Source: an optimization exercise on an open RTL-to-GDS flow (aim: small area, a short achievable clock period and few clock cycles per item). Production flows keep margins and buffers that such runs may drop. Function was checked by simulation only, so behaviour that the tests miss may differ from the original.

==> flow/design.v (outline; a module is shown in full before it is edited, if it fits) <==
// module fp32_mul: 135 lines
// module mul24_rows: 1011 lines
// module fp32_add: 134 lines
// module tone_biquad: 140 lines
module tone_biquad (
    input  wire         clk,
    input  wire         rst,
    input  wire         cmd_valid,
    output wire         cmd_ready,
    input  wire [1:0]   cmd_op,
    input  wire [159:0] cmd_data,
    output wire         y_valid,
    input  wire         y_ready,
    output wire [31:0]  y
);
  // ...
==> flow/flow/run.sh <==
#!/bin/bash
# Standard layout, with timing repair aiming at 11 ns of setup slack
# (a shorter achieved period) instead of 0. Constraints are unchanged.
set -euo pipefail
export SETUP_SLACK_MARGIN=11
bash standard.sh > standard.log 2>&1
==> flow/standard.sh <==
#!/bin/bash
# synth_recipe.tcl (not shown) runs the flow's synth.tcl, then flattens the netlist and writes it again
# the make line also repeats each setting of config.mk as NAME=value (left out here)
make -C /OpenROAD-flow-scripts/flow DESIGN_CONFIG=/design/flow/config.mk WORK_HOME=/design/flow/orfs CLKGATE_MAP_FILE= SYNTH_SCRIPT=/design/flow/synth_recipe.tcl "${@:-finish}"
==> flow/config.mk <==
export PLATFORM = sky130hd
export DESIGN_NAME = tone_biquad
export DESIGN_NICKNAME = tone_biquad
export VERILOG_FILES = /design/flow/design.v
export SDC_FILE = /design/flow/constraint.sdc
export NUM_CORES = 4
export LEC_CHECK = 0
export ABC_AREA = 1
export CAP_MARGIN = 10
export CORE_MARGIN = 2
export CORE_UTILIZATION = 40
export PLACE_DENSITY = 0.7
export SLEW_MARGIN = 10
==> flow/constraint.sdc <==
create_clock -name core_clock -period 17.5 [get_ports {clk}]
set_input_delay 3.5000 -clock core_clock [delete_from_list [all_inputs] [get_ports {clk}]]
set_output_delay 3.5000 -clock core_clock [all_outputs]
set_load 0.01 [all_outputs]
==> metrics.cfg, run 1 <==
[run_status]
status = no timing/DRC/antenna violations

[sta]
worstMarginPinSlew_ns = 1.27
fin_hold_ws_ns = 0.403
postLayoutSetupSlackWorst_ns = 11.08
clock_skew_ns = 0.0556
max_freq_mhz = 156
rsz0062_at_grt = yes
setup_viol = 0

[logic_synthesis]
ys_async_sr_fraction = 0
synth.top_cell.area_share = 0.165
synth-seq-cells = 725
ys_seq_area_frac = 0.288
synth_top_flop_cell = dfxtp_1
synth_mux_area_frac = 0.00500
yosys.area_share.adder = 0.143

[die]
die_h_um = 387
start_util = 0.403

[layout]
nFillCells = 14409
largest_register_ffs = 48
n_antenna_cell = 6
multi_input_area_share = 0.544
multi_input_cells = 5841
largestClassByArea = multi-input gates

[setup_path]
cpMostUsedCell = nor2_4
required_ns = 17.95
crit_family = compound AO/OA/AOI/OAI gates
crit_slowest_cell = fa_2

[worst_hold_path]
hold_class = register to register
min_path_cells = 0

[placed_design]
dp_hpwl_um = 188000
io_buffers = 199
place_area_um2 = 62500
gp_congestion = 1.04

[detailed_routing]
route.detailed.drc = 0
top_layer = met5

[global_routing]
grt_max_degree = 117
grt_pass1_vias = 57048
met1_usage = 0.399

[clock_network]
cts_max_level = 3
cts_resized = 239
cts_made_buffers = 82

Testbench counts, summed over its fixed seeds: cycles 14,544, items 2,048.
==> inputs of run 2 (changes only) <==
==> flow/flow/run.sh (replaced) <==
#!/bin/bash
# Standard layout, with timing repair aiming at 10 ns of setup slack
# (a shorter achieved period) instead of 0. Constraints are unchanged.
set -euo pipefail
export SETUP_SLACK_MARGIN=10
bash standard.sh > standard.log 2>&1
--- a/flow/config.mk
+++ b/flow/config.mk
@@ -6,8 +6,7 @@
 export NUM_CORES = 4
 export LEC_CHECK = 0
 export ABC_AREA = 1
-export CAP_MARGIN = 10
+export CAP_MARGIN = 20
 export CORE_MARGIN = 2
 export CORE_UTILIZATION = 40
-export PLACE_DENSITY = 0.7
-export SLEW_MARGIN = 10
+export SLEW_MARGIN = 20
==> metrics.cfg, run 2 <==
[layout]
top_register = u_mul.r1_s
drive_gt1_frac = 0.0623
utilization = 0.455
nFillCells = 14832  ; +2.9%
largest_registers = u_mul.r1_s (48), u_mul.r1_c (47)
largest_register_ffs = 48  ; unchanged
final_common_cell = nand2_1
layout.nets = 8750
final_cell_mix = 1422 x nand2_1, 998 x inv_1, 738 x nor2_1
areaGrowthSynthToFinish_pct = 12.9

[sta]
worstMarginPinSlew_ns = 1.23  ; -0.0371 ns
final.setup.tns_ns = 0
setup_viol = 0  ; unchanged
fin_hold_ws_ns = 0.363  ; -0.0399 ns
drv_slew = 0
clock_skew_ns = 0.0914  ; +0.0358 ns
max_freq_mhz = 138  ; -12%
timing.final.crit_share = 0.415
postLayoutSetupSlackWorst_ns = 10.24  ; -0.840 ns
rsz0062_at_grt = yes
post-route-min-period_ns = 7.26
hold_viol_final = 0
slew-limit-headroom = 0.169

[global_routing]
grt_pass1_vias = 55540  ; -2.6%
grt.total_usage = 0.324
grt_pass1_wl_um = 367000
grt_max_degree = 99  ; -15%
grt_antenna_before_repair = 7
grt-ovfl-total = 0

[logic_synthesis]
yosysMostFrequentCell = nand2_1
ys_async_sr_fraction = 0  ; unchanged
synth_cell_type_count = 73
yosys.area_share.simple = 0.218
synth_xor_area_frac = 0.0662
syn_avg_cell_area_um2 = 7.29
synth.top_cell.area_share = 0.165  ; unchanged
synth-seq-cells = 725  ; unchanged
synth.area.top_cells = dfxtp_1 16%, edfxtp_1 12%, nand2_1 9.1%
synth_top_area_cell = dfxtp_1
yosysWarnings = 3
netlist_top_cells_count = 1426 x nand2_1, 1012 x inv_1, 747 x nor2_1, 711 x o21ai_0, 525 x nand3_1
synth_mux_area_frac = 0.00500  ; unchanged
ys_seq_area_frac = 0.288  ; unchanged
synth_top_family_by_area = simple AND/OR/NAND/NOR gates
syn_area_um2 = 58800
synth_compound_area_frac = 0.182
yosys.area_share.adder = 0.143  ; unchanged
synthesis.nets = 8735
synth_edf_count = 242
synth_top_flop_cell = dfxtp_1
netlist_instances = 8060

[setup_path]
r2r_slack_ns = 10.24
critPathBufInv = 6
reg2reg_depth = 31
cp_slowest_stage_delay_ns = 0.61
crit_slowest_cell = o41ai_2
crit_fanout = 52
required_ns = 17.96  ; about the same
cp_num_cells = 31
cp-startpoint = ph[0]
crit_family = compound AO/OA/AOI/OAI gates
crit_path_end = u_add.r_s[16]
criticalPathCategory = register to register
endpoint_kind = register
cpMostUsedCell = nor2_1
crit_arrival_ns = 7.72
r2r_end = u_add.r_s[16]
r2r_start = ph[0]
start_kind = register

[detailed_routing]
vias_per_cell = 5.82
ant_nets = 0
first_pass_iters = 7
route.detailed.drc = 0  ; unchanged
routed_wl_um = 252000
vias = 58545
first_iter_violations = 6978
wl_per_cell_um = 25.0

[die]
num_io_pins = 200
num_rows = 140
core_area_um2 = 146000
start_util = 0.403  ; unchanged
die_area_um2 = 150000
die_width_um = 387
die_h_um = 387  ; unchanged

[placed_design]
dp_hpwl_um = 188000  ; about the same
io_buffers = 199  ; unchanged
pre_cts_slack_ns = 8.66
gp_congestion = 0.989  ; -5.0%

[clock_network]
tritoncts = built
cts_root_buf = clkbuf_16
cts_max_level = 3  ; unchanged
cts.sinks = 725
clk_pin_slew_ns = 0.07
ctsHoldBuffers = 0
clock_path_buffers = 3
clock_latency_ns = 0.74
cts_made_buffers = 84  ; +2.4%

[run_status]
status = no timing/DRC/antenna violations

[flow_run]
maxCapViolCount = 0

[worst_hold_path]
min_path_cells = 0  ; unchanged
hold_class = register to register

run 2: cell counts after synthesis:
No cell type changed its count.
run 2: metal layers:
layer / global-route usage / vias up / wire length, µm
met3: 0.0502 / 742 / 21900
met5: 0 / - / 0
met4: 0.207 / 0 / 19400
met2: 0.514 / 3094 / 112000
met1: 0.413 / 27810 / 98300
li1: - / 26899 / -
run 2: how the worst min path moves through the flow:
stage / from / end / slack [ns]
after floorplan: u_mul.r1_e[0] / u_mul.r2_e[0] / 0.39
after global placement: u_mul.r1_e[0] / u_mul.r2_e[0] / 0.39
after detailed placement: u_mul.r1_e[0] / u_mul.r2_e[0] / 0.39
after CTS: u_mul.r1_e[2] / u_mul.r2_e[2] / 0.36
after global routing: u_mul.r1_e[2] / u_mul.r2_e[2] / 0.37
final: u_mul.r1_e[2] / u_mul.r2_e[2] / 0.36
run 2: kinds of logic after synthesis:
logic type                 Yosys count
AOI/OAI and AO/OA                 1844
muxes                               29
buffers and inverters             1503
adders and majority gates          511
xor gates and xnor gates           444
and+or+nand+nor                   3004
DFF                                725
run 2: cell type report:
type,count,area (µm²),share of cell area
inverter,1055,4050,0.0611
clock inverter,43,636,0.00958
sequential,725,17000,0.256
multi-input combinational,5835,36400,0.549
clock buffer,111,2400,0.0362
timing repair buffer,368,3430,0.0517
timing repair inverter,6,32.5,0.000490
antenna,3,7.51,0.000113
tap,1917,2400,0.0362
run 2: through the flow:
stage | std cells | area, µm²
after floorplan | 8060 | 58800
after CTS | 10035 | 65800
final | 10063 | 66300
after global routing | 10061 | 66300
after global placement | 9875 | 62600
after detailed placement | 9876 | 62600
run 2: timing repair:
| action | 4_1_cts | 5_1_grt |
|---|---|---|
| cloned | 2 | 8 |
| gates resized for setup | 31 | 83 |
| buffers inserted | 3 | 16 |
| pin swaps | 1 | 4 |
| endpoints found under the setup margin | 65 | 61 |
==> module fp32_add, before the edit <==
module fp32_add (
    input  wire        clk,
    input  wire        en,
    input  wire [31:0] a,
    input  wire [31:0] b,
    input  wire        sub,
    output reg  [31:0] y
);
    wire        sa = a[31];
    wire        sb = b[31] ^ sub;
    wire [7:0]  ea = a[30:23], eb = b[30:23];
    wire        a_nan = (&ea) & (|a[22:0]);
    wire        b_nan = (&eb) & (|b[22:0]);
    wire        a_inf = (&ea) & ~(|a[22:0]);
    wire        b_inf = (&eb) & ~(|b[22:0]);
    wire        ah = |ea, bh = |eb;
    wire [7:0]  xa = {ea[7:1], ea[0] | ~ah};
    wire [7:0]  xb = {eb[7:1], eb[0] | ~bh};
    wire [23:0] ma = {ah, a[22:0]};
    wire [23:0] mb = {bh, b[22:0]};
    wire [8:0]  dab = {1'b0, xa} - {1'b0, xb};
    wire [7:0]  dba = xb - xa;
    wire        ge  = ~dab[8];                    
    wire [23:0] mp  = ge ? ma : mb;
    wire [7:0]  xp  = ge ? xa : xb;
    wire        sp  = ge ? sa : sb;
    wire        sq  = ge ? sb : sa;
    wire        esub = sa ^ sb;
    function [26:0] align;
        input [23:0] m;
        input [7:0]  d;
        reg   [26:0] m0, ms;
        reg          lost;
        begin
            m0   = {m, 3'b000};
            ms   = m0 >> d[4:0];
            lost = |(m0 & ~(27'h7FF_FFFF << d[4:0]));
            if (|d[7:5])
                align = {26'd0, |m};
            else
                align = {ms[26:1], ms[0] | lost};
        end
    endfunction
    function [27:0] pfx_add;
        input [27:0] x, y;
        input        cin;
        reg   [27:0] g, p, g0, p0;
        integer l, i, j;
        begin
            g0 = x & y; p0 = x ^ y;
            g = g0; p = p0;
            g[0] = g0[0] | (p0[0] & cin);
            for (l = 0; l < 5; l = l + 1)
                for (i = 0; i < 28; i = i + 1)
                    if ((i >> l) & 1) begin
                        j = ((i >> l) << l) - 1;
                        g[i] = g[i] | (p[i] & g[j]);
                        p[i] = p[i] & p[j];
                    end
            pfx_add = p0 ^ {g[26:0], cin};
        end
    endfunction
    wire [26:0] aq   = ge ? align(mb, dab[7:0]) : align(ma, dba);
    wire [26:0] ap   = {mp, 3'b000};
    wire [27:0] s1   = pfx_add({1'b0, ap}, {1'b0, aq} ^ {28{esub}}, esub);
    wire [23:0] s2   = mb - ma;
    wire        neg  = esub & (xa == xb) & (mb > ma);
    wire [27:0] s    = neg ? {1'b0, s2, 3'b000} : s1;
    wire        sr   = neg ? sq : sp;
    wire        snan = a_nan | b_nan | (a_inf & b_inf & esub);
    wire        sinf = a_inf | b_inf;
    wire        sinfs = a_inf ? sa : sb;
    reg [27:0]  r_s;
    reg [7:0]   r_xp;
    reg         r_sr, r_nan, r_inf, r_infs, r_zs;
    always @(posedge clk) if (en) begin
        r_s    <= s;
        r_xp   <= xp;
        r_sr   <= sr;
        r_nan  <= snan;
        r_inf  <= sinf;
        r_infs <= sinfs;
        r_zs   <= sa & sb;
    end
    function [30:0] pfx_add31;
        input [30:0] x, y;
        input        cin;
        reg   [30:0] g, p, g0, p0;
        integer l, i, j;
        begin
            g0 = x & y; p0 = x ^ y;
            g = g0; p = p0;
            g[0] = g0[0] | (p0[0] & cin);
            for (l = 0; l < 5; l = l + 1)
                for (i = 0; i < 31; i = i + 1)
                    if ((i >> l) & 1) begin
                        j = ((i >> l) << l) - 1;
                        g[i] = g[i] | (p[i] & g[j]);
                        p[i] = p[i] & p[j];
                    end
            pfx_add31 = p0 ^ {g[29:0], cin};
        end
    endfunction
    wire [7:0]  xm1  = r_xp - 8'd1;
    wire [31:0] mk   = (xm1 < 8'd27) ? (32'h0400_0000 >> xm1[4:0]) : 32'd0;
    wire [31:0] zv   = {r_s[26:0] | mk[26:0], 5'b11111};
    function [4:0] lzc32;
        input [31:0] v;
        reg   [4:0]  n;
        reg   [31:0] t;
        begin
            t = v; n = 5'd0;
            if (t[31:16] == 16'd0) begin n[4] = 1'b1; t = {t[15:0], 16'd0}; end
            if (t[31:24] == 8'd0)  begin n[3] = 1'b1; t = {t[23:0], 8'd0};  end
            if (t[31:28] == 4'd0)  begin n[2] = 1'b1; t = {t[27:0], 4'd0};  end
            if (t[31:30] == 2'd0)  begin n[1] = 1'b1; t = {t[29:0], 2'd0};  end
            if (t[31] == 1'b0)     n[0] = 1'b1;
            lzc32 = n;
        end
    endfunction
    wire [4:0]  lsh  = lzc32(zv);
    wire [26:0] sl   = r_s[26:0] << lsh;
    wire [26:0] sn   = r_s[27] ? {r_s[27:2], r_s[1] | r_s[0]} : sl;
    wire [8:0]  en_  = r_s[27] ? ({1'b0, r_xp} + 9'd1) : ({1'b0, r_xp} - {4'd0, lsh});
    wire [7:0]  ef   = sn[26] ? en_[7:0] : 8'd0;
    wire        rup  = sn[2] & (sn[1] | sn[0] | sn[3]);
    wire [30:0] magr = pfx_add31({ef, sn[25:3]}, 31'd0, rup);
    wire [31:0] res = r_nan ? 32'h7FC0_0000 :
                      r_inf ? {r_infs, 8'hFF, 23'd0} :
                      (r_s == 28'd0) ? {r_zs, 31'd0} :
                      (en_ >= 9'd255) ? {r_sr, 8'hFF, 23'd0} :
                      {r_sr, magr};
    always @(posedge clk) if (en) y <= res;
endmodule
==> inputs of run 3 (changes only) <==
--- a/flow/design.v
+++ b/flow/design.v
@@ -1209,9 +1209,9 @@
     wire [26:0] aq   = ge ? align(mb, dab[7:0]) : align(ma, dba);
     wire [26:0] ap   = {mp, 3'b000};
     wire [27:0] s1   = pfx_add({1'b0, ap}, {1'b0, aq} ^ {28{esub}}, esub);
-    wire [23:0] s2   = mb - ma;
-    wire        neg  = esub & (xa == xb) & (mb > ma);
-    wire [27:0] s    = neg ? {1'b0, s2, 3'b000} : s1;
+    wire [24:0] s2   = {1'b0, mb} - {1'b0, ma};    
+    wire        neg  = esub & (xa == xb) & ~s2[24] & (|s2[23:0]);
+    wire [27:0] s    = neg ? {1'b0, s2[23:0], 3'b000} : s1;
     wire        sr   = neg ? sq : sp;
     wire        snan = a_nan | b_nan | (a_inf & b_inf & esub);
     wire        sinf = a_inf | b_inf;
==> flow/flow/run.sh (replaced) <==
#!/bin/bash
# Standard layout, with timing repair aiming at 11 ns of setup slack
# (a shorter achieved period) instead of 0. Constraints are unchanged.
set -euo pipefail
export SETUP_SLACK_MARGIN=11
bash standard.sh > standard.log 2>&1
==> metrics.cfg, run 3 <==
[layout]
utilization = 0.482  ; +0.0269
final_common_cell = nand2_1
top_register = u_mul.r1_s
drive_gt1_frac = 0.116  ; +0.0539
seqCellArea_um2 = 17000  ; about the same
areaGrowthSynthToFinish_pct = 19.5
nFillCells = 14504  ; -2.2%
largest_register_ffs = 48  ; unchanged
largest_registers = u_mul.r1_s (48), u_mul.r1_c (47)
final_cell_mix = 1406 x nand2_1, 965 x inv_1, 652 x nor2_1
layout.nets = 8982  ; +2.7%
multiInputGateArea_um2 = 38100  ; +4.6%

[placed_design]
io_buffers = 199  ; unchanged
dp_hpwl_um = 188000  ; about the same
gp_congestion = 1.02  ; +2.7%

[clock_network]
cts_made_buffers = 85  ; +1.2%
clock_latency_ns = 0.70  ; -0.04 ns
tritoncts = built
cts.sinks = 725  ; unchanged
clk_pin_slew_ns = 0.06  ; about the same
clock_path_buffers = 3  ; unchanged
cts_root_buf = clkbuf_16
cts_max_level = 3  ; unchanged

[sta]
timing.final.crit_share = 0.366  ; -0.0491
slew-limit-headroom = 0.127  ; -0.0428
drv_slew = 0  ; unchanged
max_freq_mhz = 156  ; +13%
worstMarginPinSlew_ns = 1.30  ; +0.0635 ns
final.setup.tns_ns = 0  ; unchanged
post-route-min-period_ns = 6.40  ; -0.859 ns
rsz0062_at_grt = yes
hold_viol_final = 0  ; unchanged
setup_viol = 0  ; unchanged
clock_skew_ns = 0.0423  ; -0.0491 ns

[global_routing]
grt.total_usage = 0.331  ; +0.00630
grt_antenna_before_repair = 11  ; +4
grt_pass1_wl_um = 374000  ; +2.0%
grt_pass1_vias = 57288  ; +3.1%
grt-ovfl-total = 0  ; unchanged
grt_max_degree = 119  ; +20%

[logic_synthesis]
netlist_instances = 8085  ; +0.31%
synth.top_cell.area_share = 0.164  ; -0.000301
synth-seq-cells = 725  ; unchanged
synth.area.top_cells = dfxtp_1 16%, edfxtp_1 12%, nand2_1 9.3%
syn_area_um2 = 58900  ; +0.18%
yosysWarnings = 3  ; unchanged
syn_avg_cell_area_um2 = 7.28  ; -0.13%
synthesis.nets = 8760  ; +0.29%
netlist_top_cells_count = 1455 x nand2_1, 1011 x inv_1, 705 x nor2_1, 691 x o21ai_0, 564 x nand3_1
synth_edf_count = 242  ; unchanged
ys_async_sr_fraction = 0  ; unchanged
ys_seq_area_frac = 0.288  ; -0.000527
yosysMostFrequentCell = nand2_1
synth_top_flop_cell = dfxtp_1
synth_top_area_cell = dfxtp_1
synth_cell_type_count = 70  ; -4.1%

[detailed_routing]
vias_per_cell = 5.87  ; +0.97%
ant_nets = 0  ; unchanged
first_pass_iters = 8  ; +1
vias = 60503  ; +3.3%
wl_per_cell_um = 25.2  ; +0.96%
routed_wl_um = 260000  ; +3.3%
first_iter_violations = 7448  ; +6.7%
route.detailed.drc = 0  ; unchanged

[setup_path]
start_kind = register
criticalPathCategory = register to register
cp_slowest_stage_delay_ns = 0.69  ; +0.08 ns
required_ns = 18.07  ; +0.11 ns
crit_family = adder cells
crit_slowest_cell = fa_2
r2r_end = u_mul.r1_c[27]
crit_arrival_ns = 6.97  ; -0.75 ns
reg2reg_depth = 25  ; -19%
r2r_start = ph[3]
crit_fanout = 32  ; -38%
r2r_slack_ns = 11.10  ; +0.86 ns
critPathBufInv = 10  ; +4
endpoint_kind = register

[die]
num_rows = 140  ; unchanged
num_io_pins = 200  ; unchanged
core_area_um2 = 146000  ; +0.12%
die_area_um2 = 150000  ; +0.18%
die_width_um = 388  ; about the same
die_h_um = 388  ; about the same
start_util = 0.403  ; about the same

[worst_hold_path]
hold_class = register to register
min_path_cells = 0  ; unchanged
hold_path_end = u_mul.r2_e[3]
min-delay-start = u_mul.r1_e[3]

[run_status]
status = no timing/DRC/antenna violations

[flow_run]
maxCapViolCount = 0  ; unchanged

## run 3: cell count changes in the layout (fill, tap and decap cells not counted), sizes merged, moves of 14 or more
cell   delta
a21oi    +14
buf     +166
nor2     -38
xor2     +33
o21ai    -19
xnor2    -14
nand3    +35
nand2    +28
## run 3: area by class of cell
type / count / share of cell area
inverter: 1061 / 0.0594
tap: 1917 / 0.0341
sequential: 725 / 0.241
timing repair inverter: 11 / 0.000943
timing repair buffer: 552 / 0.0805
multi-input combinational: 5871 / 0.542
clock inverter: 46 / 0.00784
clock buffer: 112 / 0.0344
antenna: 5 / 0.000178
## run 3: worst reg2reg max path, delay by kind of cell, from the launching register on
| kind | cells | cell delay (ns) |
|---|---|---|
| fa+ha+maj | 6 | 3.15 |
| simple gates | 4 | 0.45 |
| buf+inv | 10 | 1.30 |
| xor+xnor | 1 | 0.17 |
| flops | 1 | 0.43 |
| compound gates | 4 | 0.78 |
## run 3: worst max path at each step
| stage | cells past startpoint | startpoint | end | slack [ns] |
|---|---|---|---|---|
| 2_1_floorplan | 7 | y_ready | rdy | 10.98 |
| 3_3_place_gp | 44 | ph[6] | u_add.r_s[16] | 7.47 |
| 3_5_place_dp | 44 | ph[6] | u_add.r_s[16] | 7.47 |
| 4_1_cts | 42 | ph[0] | u_add.r_s[16] | 10.96 |
| 5_1_grt | 47 | ph[6] | u_add.r_s[20] | 10.83 |
| 6_report | 25 | ph[3] | u_mul.r1_c[27] | 11.10 |
## run 3: cell families after synthesis
family / Yosys count / synth area share
compound gates: 1824 / 0.179
xor+xnor: 463 / 0.0689
fa+ha+maj: 510 / 0.142
buf+inv: 1502 / 0.0975
flops: 725 / 0.288
mux: 30 / 0.00519
simple gates: 3031 / 0.220
## run 3: repair_timing
item | in CTS | in global routing
hold buffers | 0 | 0
pin swaps | 42 | 103
buffers inserted | 67 | 131
gates cloned | 30 | 18
gates resized for setup | 302 | 366
setup endpoints to repair | 148 | 113
hold endpoints to repair | 0 | 0
## run 3: routing by layer
metal,vias to the layer above,wire length [µm],track usage
met1,28763,99600,0.416
met2,3413,116000,0.528
met3,883,23100,0.0515
met4,8,21100,0.215
li1,27436,-,-
met5,-,48,0
## run 3: metrics by stage
| step | cell area, µm² | setup slack [ns] | instances | hold slack [ns] |
|---|---|---|---|---|
| 2_1_floorplan | 58900 | 10.98 | 8085 | 0.386 |
| 3_3_place_gp | 62700 | 7.47 | 9888 | 0.392 |
| 3_5_place_dp | 62700 | 7.47 | 9888 | 0.389 |
| 4_1_cts | 67800 | 10.96 | 10143 | 0.403 |
| 5_1_grt | 70300 | 10.83 | 10297 | 0.406 |
| 6_report | 70400 | 11.10 | 10300 | 0.400 |
Testbench counts of run 3, summed over its fixed seeds: cycles 14,544, items 2,048.

-- what the ideal ports hide --
In the flow no input, the clock included, has a driving cell. The finished layouts below were timed again as built, in two steps. Step 1 (the two cells are an assumption about what drives the block):
set clk [get_ports {clk}]
set_driving_cell -lib_cell sky130_fd_sc_hd__clkbuf_16 $clk
set_driving_cell -lib_cell sky130_fd_sc_hd__buf_2 [delete_from_list [all_inputs] $clk]
Step 2 moves the port delays by t, midway between the first and last clock arrival at a register: inputs arrive t later, outputs are due t later. That takes back most of the time a late clock gives input paths. Three values: ideal ports, drivers, drivers and shift; two values: the first two.
run	shift t [ns]	slack for setup (ns)	worst setup path at the end
run 1	0.758	11.081 / 11.081 / 10.547	input to register
run 2	0.779	10.240 / 10.240 / 10.124	input to register
run 3	0.760	11.100 / 11.100 / 10.601	input to register
After both steps every run listed still meets setup and hold. For run 1, which loses most, drivers alone change the setup slack by 0.000 ns; drivers and shift together by -0.534 ns.
